Background: an optimization exercise with open tools, aiming at small area. Do not read the settings as production practice. At most, simulation tests tie the RTL to the original design; equivalence was not proved. No driver is modelled on the clock port, so clock power and skew are understated where the tree is cut down; a real chip needs a root buffer or a tree. Power figures rest on the tool's default switching activity, not on a simulated workload.

== old ==
==> module rfid_frame_decoder, before the edit <==
module rfid_frame_decoder (
    input  wire        clk,
    input  wire        rst,       
    input  wire        start,
    input  wire        line_in,
    output wire        busy,
    output wire        done,
    output wire [2:0]  result,
    output wire [39:0] id_out
);
    localparam [2:0] R_NONE     = 3'd0,
                     R_OK       = 3'd1,
                     R_NOCARR   = 3'd2,
                     R_FRAMING  = 3'd3,
                     R_HDR_TO   = 3'd4,
                     R_ROWPAR   = 3'd5,
                     R_COLPAR   = 3'd6,
                     R_TIMEOUT  = 3'd7;
    reg        w;         
    reg [9:0]  cntq;      
    reg [3:0]  row;       
    reg [2:0]  col;       
    reg        dat;       
    reg        rowpar;    
    reg [3:0]  colpar;    
    reg [39:0] idn;       
    localparam [9:0] CPOL = 10'b1010101010;
    wire [9:0] cnt = cntq ^ CPOL;
    wire c_to  = cnt[0] & cnt[1] & cnt[3] & cnt[4] & cnt[5] & cnt[7] & !cnt[8];
    wire c_chk = cnt[1] & cnt[6] & cnt[7];
    localparam [3:0] ROW_START = 4'b0101;
    wire [3:0] row_next  = {row[2:0], row[0] ^ row[3]};
    assign busy = |row;
    wire carrier   = row[0] & row[2];               
    wire hdr_last  = row[0] & !row[2] & !row[3];    
    wire row10     = !row[1] & !row[2];             
    wire hd     = col[2] & !col[1];   
    wire col4   = col[1] & !col[0];   
    wire [2:0] col_next = {col[1:0], !col[2]};
    wire edge_   = line_in ^ dat;
    wire seg_end = w ? (edge_ | c_to) : c_chk;
    wire ok = (result == R_OK);
    assign result = busy ? R_NONE : colpar[2:0];
    assign done   = !busy && !w;
    assign id_out = ~idn & {40{ok}};
    reg       fin;
    reg [2:0] code;
    always @* begin
        fin  = 1'b0;
        code = R_OK;
        if (w) begin
            if (!edge_ && c_to) begin
                fin  = 1'b1;
                code = hd ? (carrier ? R_NOCARR : R_HDR_TO)
                          : (row10 ? R_TIMEOUT : R_ROWPAR);
            end else if (edge_ && !hd && col4) begin
                if (row10) begin
                    fin  = 1'b1;
                    code = (|colpar) ? R_COLPAR : R_OK;
                end else if (rowpar) begin
                    fin  = 1'b1;
                    code = R_ROWPAR;
                end
            end
        end else if (c_chk && hd && !line_in) begin
            fin  = 1'b1;
            code = R_FRAMING;
        end
    end
    always @(posedge clk) begin
        if (!busy) begin
            cntq   <= CPOL;
            dat    <= 1'b1;
            rowpar <= 1'b0;
            col    <= 3'b100;
        end else begin
            cntq <= (seg_end ? 10'd0 : {cnt[8:0], ~(cnt[9] ^ cnt[0])}) ^ CPOL;
            if (seg_end) begin
                if (w) begin
                    if (!hd) begin
                        if (col4) begin
                            row <= row_next;
                            col <= 3'd0;
                        end else begin
                            col <= col_next;
                        end
                    end
                end else begin
                    dat <= line_in;
                    if (hd) begin
                        row <= row_next;
                        if (hdr_last)
                            col <= 3'd0;      
                    end else begin
                        rowpar <= rowpar ^ line_in;
                        if (!col4)
                            colpar <= {colpar[2:0], colpar[3] ^ line_in};
                    end
                end
            end
        end
        if (rst) begin
            row    <= 4'd0;
            colpar <= 4'd0;
            w      <= 1'b1;
        end else if (!busy) begin
            row    <= start ? ROW_START : 4'd0;
            w      <= 1'b1;
            if (start) colpar <= 4'd0;
        end else if (fin) begin
            row    <= 4'd0;
            colpar <= {1'b0, code};
            w    <= 1'b0;
        end else if (seg_end) begin
            w <= !w && !(hd && hdr_last);
        end
        if (busy && !w && c_chk && !hd && !col4 && !row10)
            idn <= {idn[38:0], ~line_in};
    end
endmodule
clock: 5.0 ns
lec_check: 0
cap_margin: 0
core_margin: 2
core_utilization: 60
gpl_timing_driven: 0
slew_margin: 0
standard.sh (not shown) runs the stock make flow with config.mk's settings and CLKGATE_MAP_FILE= SYNTH_SCRIPT=/design/flow/synth_recipe.tcl, a recipe that flattens the netlist after the stock synthesis.
==> flow/flow/run.sh <==
#!/bin/bash
# Layout flow: the standard flow (standard.sh) with these changes.
#  1. After the standard synthesis, its combinational logic is re-mapped
#     for area (flow/remap.sh): every flip-flop instance of the standard
#     netlist is kept as it is (same names, same cells); only the gates
#     between them are re-optimised by ABC (&deepsyn, then area mapping),
#     trying a few random seeds and keeping the smallest result.
#  2. Port buffers are sky130_fd_sc_hd__buf_1.
#  4. After floorplanning every combinational cell gets the smallest drive
#     of its family (flow/downsize.tcl); the standard repair steps then
#     upsize or buffer wherever slew, load or timing require.
# Each tool's output goes to a log file of its own in this folder.
set -euo pipefail
here=$(pwd)
res="$here/orfs/results/${FLOW_PLATFORM}/rfid_frame_decoder/base"

export BUFFER_PORTS_ARGS="-buffer_cell sky130_fd_sc_hd__buf_1"
export PRE_CTS_TCL="$here/flow/manual_cts.tcl"
export CTS_ARGS="-sink_clustering_enable -repair_clock_nets -dont_use_dummy_load -buf_list sky130_fd_sc_hd__clkbuf_4"
export POST_FLOORPLAN_TCL="$here/flow/downsize.tcl"

bash standard.sh synth > "$here/synth.log" 2>&1
bash "$here/flow/remap.sh" "$res/1_2_yosys.v" > "$here/remap.log" 2>&1
rm -f "$res/1_synth.odb" "$res/1_synth.sdc"
bash standard.sh finish > "$here/standard.log" 2>&1
Other scripts of this flow, unchanged in this note and not shown: flow/flow/dont_use.txt, flow/flow/downsize.tcl, flow/flow/manual_cts.tcl, flow/flow/remap.sh
Input-level comparison between new and old:
==> flow/design.v <==
module rfid_frame_decoder (
    input  wire        clk,
    input  wire        rst,       
    input  wire        start,
    input  wire        line_in,
    output wire        busy,
    output wire        done,
    output wire [2:0]  result,
    output wire [39:0] id_out
);
    localparam [2:0] R_NONE     = 3'd0,
                     R_OK       = 3'd1,
                     R_NOCARR   = 3'd2,
                     R_FRAMING  = 3'd3,
                     R_HDR_TO   = 3'd4,
                     R_ROWPAR   = 3'd5,
                     R_COLPAR   = 3'd6,
                     R_TIMEOUT  = 3'd7;
    reg        w;         
    reg [9:0]  cntq;      
    reg [3:0]  row;       
    reg [2:0]  col;       
    reg        dat;       
    reg        rowpar;    
    reg [3:0]  colpar;    
    reg [39:0] idn;       
    localparam [9:0] CPOL = 10'b1010101010;
    wire [9:0] cnt = cntq ^ CPOL;
    wire c_to  = cnt[0] & cnt[1] & cnt[3] & cnt[4] & cnt[5] & cnt[7] & !cnt[8];
    wire c_chk = cnt[1] & cnt[6] & cnt[7];
    localparam [3:0] ROW_START = 4'b0101;
    wire [3:0] row_next  = {row[2:0], row[0] ^ row[3]};
    assign busy = |row;
    wire carrier   = row[0] & row[2];               
    wire hdr_last  = row[0] & !row[2] & !row[3];    
    wire row10     = !row[1] & !row[2];             
    wire hd     = col[2] & !col[1];   
    wire col4   = col[1] & !col[0];   
    wire [2:0] col_next = {col[1:0], !col[2]};
    wire edge_   = line_in ^ dat;
    wire seg_end = w ? (edge_ | c_to) : c_chk;
    wire ok = (result == R_OK);
    assign result = busy ? R_NONE : col;
    assign done   = !busy && !w;
    assign id_out = ~idn & {40{ok}};
    reg       fin;
    reg [2:0] code;
    always @* begin
        fin  = 1'b0;
        code = R_OK;
        if (w) begin
            if (!edge_ && c_to) begin
                fin  = 1'b1;
                code = hd ? (carrier ? R_NOCARR : R_HDR_TO)
                          : (row10 ? R_TIMEOUT : R_ROWPAR);
            end else if (edge_ && !hd && col4) begin
                if (row10) begin
                    fin  = 1'b1;
                    code = (|colpar) ? R_COLPAR : R_OK;
                end else if (rowpar) begin
                    fin  = 1'b1;
                    code = R_ROWPAR;
                end
            end
        end else if (c_chk && hd && !line_in) begin
            fin  = 1'b1;
            code = R_FRAMING;
        end
    end
    always @(posedge clk) begin
        if (!busy) begin
            cntq   <= CPOL;
            dat    <= 1'b1;
            rowpar <= 1'b0;
            colpar <= 4'd0;
        end else begin
            cntq <= (seg_end ? 10'd0 : {cnt[8:0], ~(cnt[9] ^ cnt[0])}) ^ CPOL;
            if (seg_end) begin
                if (w) begin
                    if (!hd) begin
                        if (col4) begin
                            row <= row_next;
                            col <= 3'd0;
                        end else begin
                            col <= col_next;
                        end
                    end
                end else begin
                    dat <= line_in;
                    if (hd) begin
                        row <= row_next;
                        if (hdr_last)
                            col <= 3'd0;      
                    end else begin
                        rowpar <= rowpar ^ line_in;
                        if (!col4)
                            colpar <= {colpar[2:0], colpar[3] ^ line_in};
                    end
                end
            end
        end
        if (rst) begin
            row  <= 4'd0;
            col  <= R_NONE;
            w    <= 1'b1;
        end else if (!busy) begin
            row  <= start ? ROW_START : 4'd0;
            w    <= 1'b1;
            if (start) col <= 3'b100;
        end else if (fin) begin
            row  <= 4'd0;
            col  <= code;
            w    <= 1'b0;
        end else if (seg_end) begin
            w <= !w && !(hd && hdr_last);
        end
        if (busy && !w && c_chk && !hd && !col4 && !row10)
            idn <= {idn[38:0], ~line_in};
    end
endmodule
### Flow results
new ran to completion and came out clean on the timing, design-rule and antenna checks.
The wire length on new is in line with that on old.
Comparing new against old, there is no change at all in number of buffers added to fix hold violations after cts.
new leaves less setup margin than old.
Across both runs, net switching component of the power was higher for new than for old.
In new, the fraction of power consumed by sequential logic came out 5.2 points below the value in old.
When new is set beside old, its wire length of the first global-routing pass turns out to be 2.8% smaller.
Looking at multi-input combinational cell count across new and old, the one that comes out higher is new.
From old to new the numbers moved as follows: post-synthesis instance total now sits higher, cell area now sits lower.
new ends up with a total power consumption of the routed design that is 10% higher than in old.
No run of this note takes its clock network from TritonCTS; it comes from the design's own scripts or RTL.

---

Another version of the RTL of rfid_frame_decoder (not shown whole).
Size in the first run: ~230 cells after synthesis, roughly 70 flip-flops, about 49 I/O pins, about 0.0027 mm2 of cells after synthesis.
==> module rfid_frame_decoder, before the edit <==
module rfid_frame_decoder (
    input  wire        clk,
    input  wire        rst,       
    input  wire        start,
    input  wire        line_in,
    output reg         busy,
    output reg         done,
    output reg  [2:0]  result,
    output wire [39:0] id_out
);
    localparam [2:0] R_NONE     = 3'd0,
                     R_OK       = 3'd1,
                     R_NOCARR   = 3'd2,
                     R_FRAMING  = 3'd3,
                     R_HDR_TO   = 3'd4,
                     R_ROWPAR   = 3'd5,
                     R_COLPAR   = 3'd6,
                     R_TIMEOUT  = 3'd7;
    reg        w;         
    reg        hd;        
    reg [9:0]  cntq;      
    localparam [9:0] CPOL = 10'b1010101010;
    wire [9:0] cnt = cntq ^ CPOL;
    reg [3:0]  row;       
    reg [2:0]  col;       
    reg        dat;       
    reg        rowpar;
    reg [3:0]  colpar;
    reg [39:0] idn;       
    wire ok = (result == R_OK);
    assign id_out = ~idn & {40{ok}};
    wire c_to  = cnt[0] & cnt[1] & cnt[3] & cnt[4] & cnt[5] & cnt[7] & !cnt[8];
    wire c_chk = cnt[1] & cnt[6] & cnt[7];
    wire edge_ = line_in ^ dat;
    wire seg_end = w ? (edge_ | c_to) : c_chk;
    wire row10 = row[3] & row[1];
    reg       fin;
    reg [2:0] code;
    always @* begin
        fin  = 1'b0;
        code = R_OK;
        if (w) begin
            if (!edge_ && c_to) begin
                fin  = 1'b1;
                code = hd ? ((row == 4'd7) ? R_NOCARR : R_HDR_TO)
                          : (row10 ? R_TIMEOUT : R_ROWPAR);
            end else if (edge_ && !hd && col[2]) begin
                if (row10) begin
                    fin  = 1'b1;
                    code = (|colpar) ? R_COLPAR : R_OK;
                end else if (rowpar) begin
                    fin  = 1'b1;
                    code = R_ROWPAR;
                end
            end
        end else if (c_chk && hd && !line_in) begin
            fin  = 1'b1;
            code = R_FRAMING;
        end
    end
    always @(posedge clk) begin
        if (rst) begin
            busy   <= 1'b0;
            done   <= 1'b0;
            result <= R_NONE;
        end else begin
            done <= busy & fin;
            if (!busy) begin
                busy <= start;
                if (start) result <= R_NONE;
            end else if (fin) begin
                busy   <= 1'b0;
                result <= code;
            end
        end
        if (!busy) begin
            w      <= 1'b1;
            hd     <= 1'b1;
            cntq   <= CPOL;
            row    <= 4'd7;
            col    <= 3'd0;
            dat    <= 1'b1;
            rowpar <= 1'b0;
            colpar <= 4'd0;
        end else begin
            cntq <= (seg_end ? 10'd0 : {cnt[8:0], ~(cnt[9] ^ cnt[0])}) ^ CPOL;
            if (seg_end) begin
                if (w) begin
                    w <= 1'b0;
                    if (!hd) begin
                        if (col[2] || !edge_) begin
                            row    <= row + 4'd1;
                            col    <= 3'd0;
                            rowpar <= 1'b0;
                        end else begin
                            col <= col + 3'd1;
                        end
                    end
                end else begin
                    dat <= line_in;
                    if (hd) begin
                        row <= row + 4'd1;
                        if (row == 4'd15)
                            hd <= 1'b0;       
                        else
                            w <= 1'b1;
                    end else begin
                        w      <= 1'b1;
                        rowpar <= rowpar ^ line_in;
                        if (!col[2])
                            colpar <= {colpar[2:0], colpar[3] ^ line_in};
                    end
                end
            end
        end
        if (busy && !w && c_chk && !hd && !col[2] && !row10)
            idn <= {idn[38:0], ~line_in};
    end
endmodule
Settings: LEC_CHECK=0, CAP_MARGIN=20, CORE_MARGIN=2, CORE_UTILIZATION=40, SLEW_MARGIN=20; clock period 5.0 ns.
==> flow/flow/run.sh <==
#!/bin/bash
set -euo pipefail
export BUFFER_PORTS_ARGS="-buffer_cell sky130_fd_sc_hd__buf_1"
export CTS_ARGS="-sink_clustering_enable -repair_clock_nets -dont_use_dummy_load -buf_list sky130_fd_sc_hd__clkbuf_4"
bash standard.sh finish > standard.log 2>&1
Then changed:
--- a/flow/design.v
+++ b/flow/design.v
@@ -17,11 +17,9 @@
                      R_COLPAR   = 3'd6,
                      R_TIMEOUT  = 3'd7;
     reg        w;         
     reg        hd;        
-    reg [9:0]  cntq;      
-    localparam [9:0] CPOL = 10'b1010101010;
-    wire [9:0] cnt = cntq ^ CPOL;
+    reg [9:0]  cnt;       
     reg [3:0]  row;       
     reg [2:0]  col;       
     reg        dat;       
     reg        rowpar;
@@ -75,16 +73,16 @@
         end
         if (!busy) begin
             w      <= 1'b1;
             hd     <= 1'b1;
-            cntq   <= CPOL;
+            cnt    <= 10'd0;
             row    <= 4'd7;
             col    <= 3'd0;
             dat    <= 1'b1;
             rowpar <= 1'b0;
             colpar <= 4'd0;
         end else begin
-            cntq <= (seg_end ? 10'd0 : {cnt[8:0], ~(cnt[9] ^ cnt[0])}) ^ CPOL;
+            cnt <= seg_end ? 10'd0 : {cnt[8:0], ~(cnt[9] ^ cnt[0])};
             if (seg_end) begin
                 if (w) begin
                     w <= 1'b0;
                     if (!hd) begin
Final area is about the same.
Clock skew falls by 0.0079 ns.
Via count is lower by 1.9%.
Utilization came out lower by 1.4 points.
Area after synthesis went up by 0.65%.
Only the layout flow was run in the second run of this note; the RTL was not checked for function there.

[static timing again, ports no longer ideal]
The flow's constraints put no driver on any port. The routed layouts listed below were extracted and timed again, unchanged, in two steps. Step 1, drivers: a clkbuf_16 drives clk and a buf_2 each remaining input, both assumed. Step 2 times the ports against the registers' clock, not the clock port: input delays grow and output delays shrink by t, the midpoint of the rising clock arrivals with the driver on. a / b / c = no drivers / after step 1 / after step 2; a / b = the first two.
| run | t, ns | setup slack, ns | worst setup path at the end |
|---|---|---|---|
| old | 0.208 | 1.298 / 1.254 / 1.463 | register to output |
| new | 0.213 | 0.728 / 0.680 / 0.893 | register to output |
| the first run of note 2 | 0.422 | 2.103 / 2.076 / 2.042 | input to register |
| the second run of note 2 | 0.417 | 2.095 / 2.067 / 2.282 | input to register |
After both steps setup and hold are still met in every run listed. For the first run of note 2, which loses most, drivers alone change the setup slack by -0.027 ns; drivers and shift together by -0.061 ns.
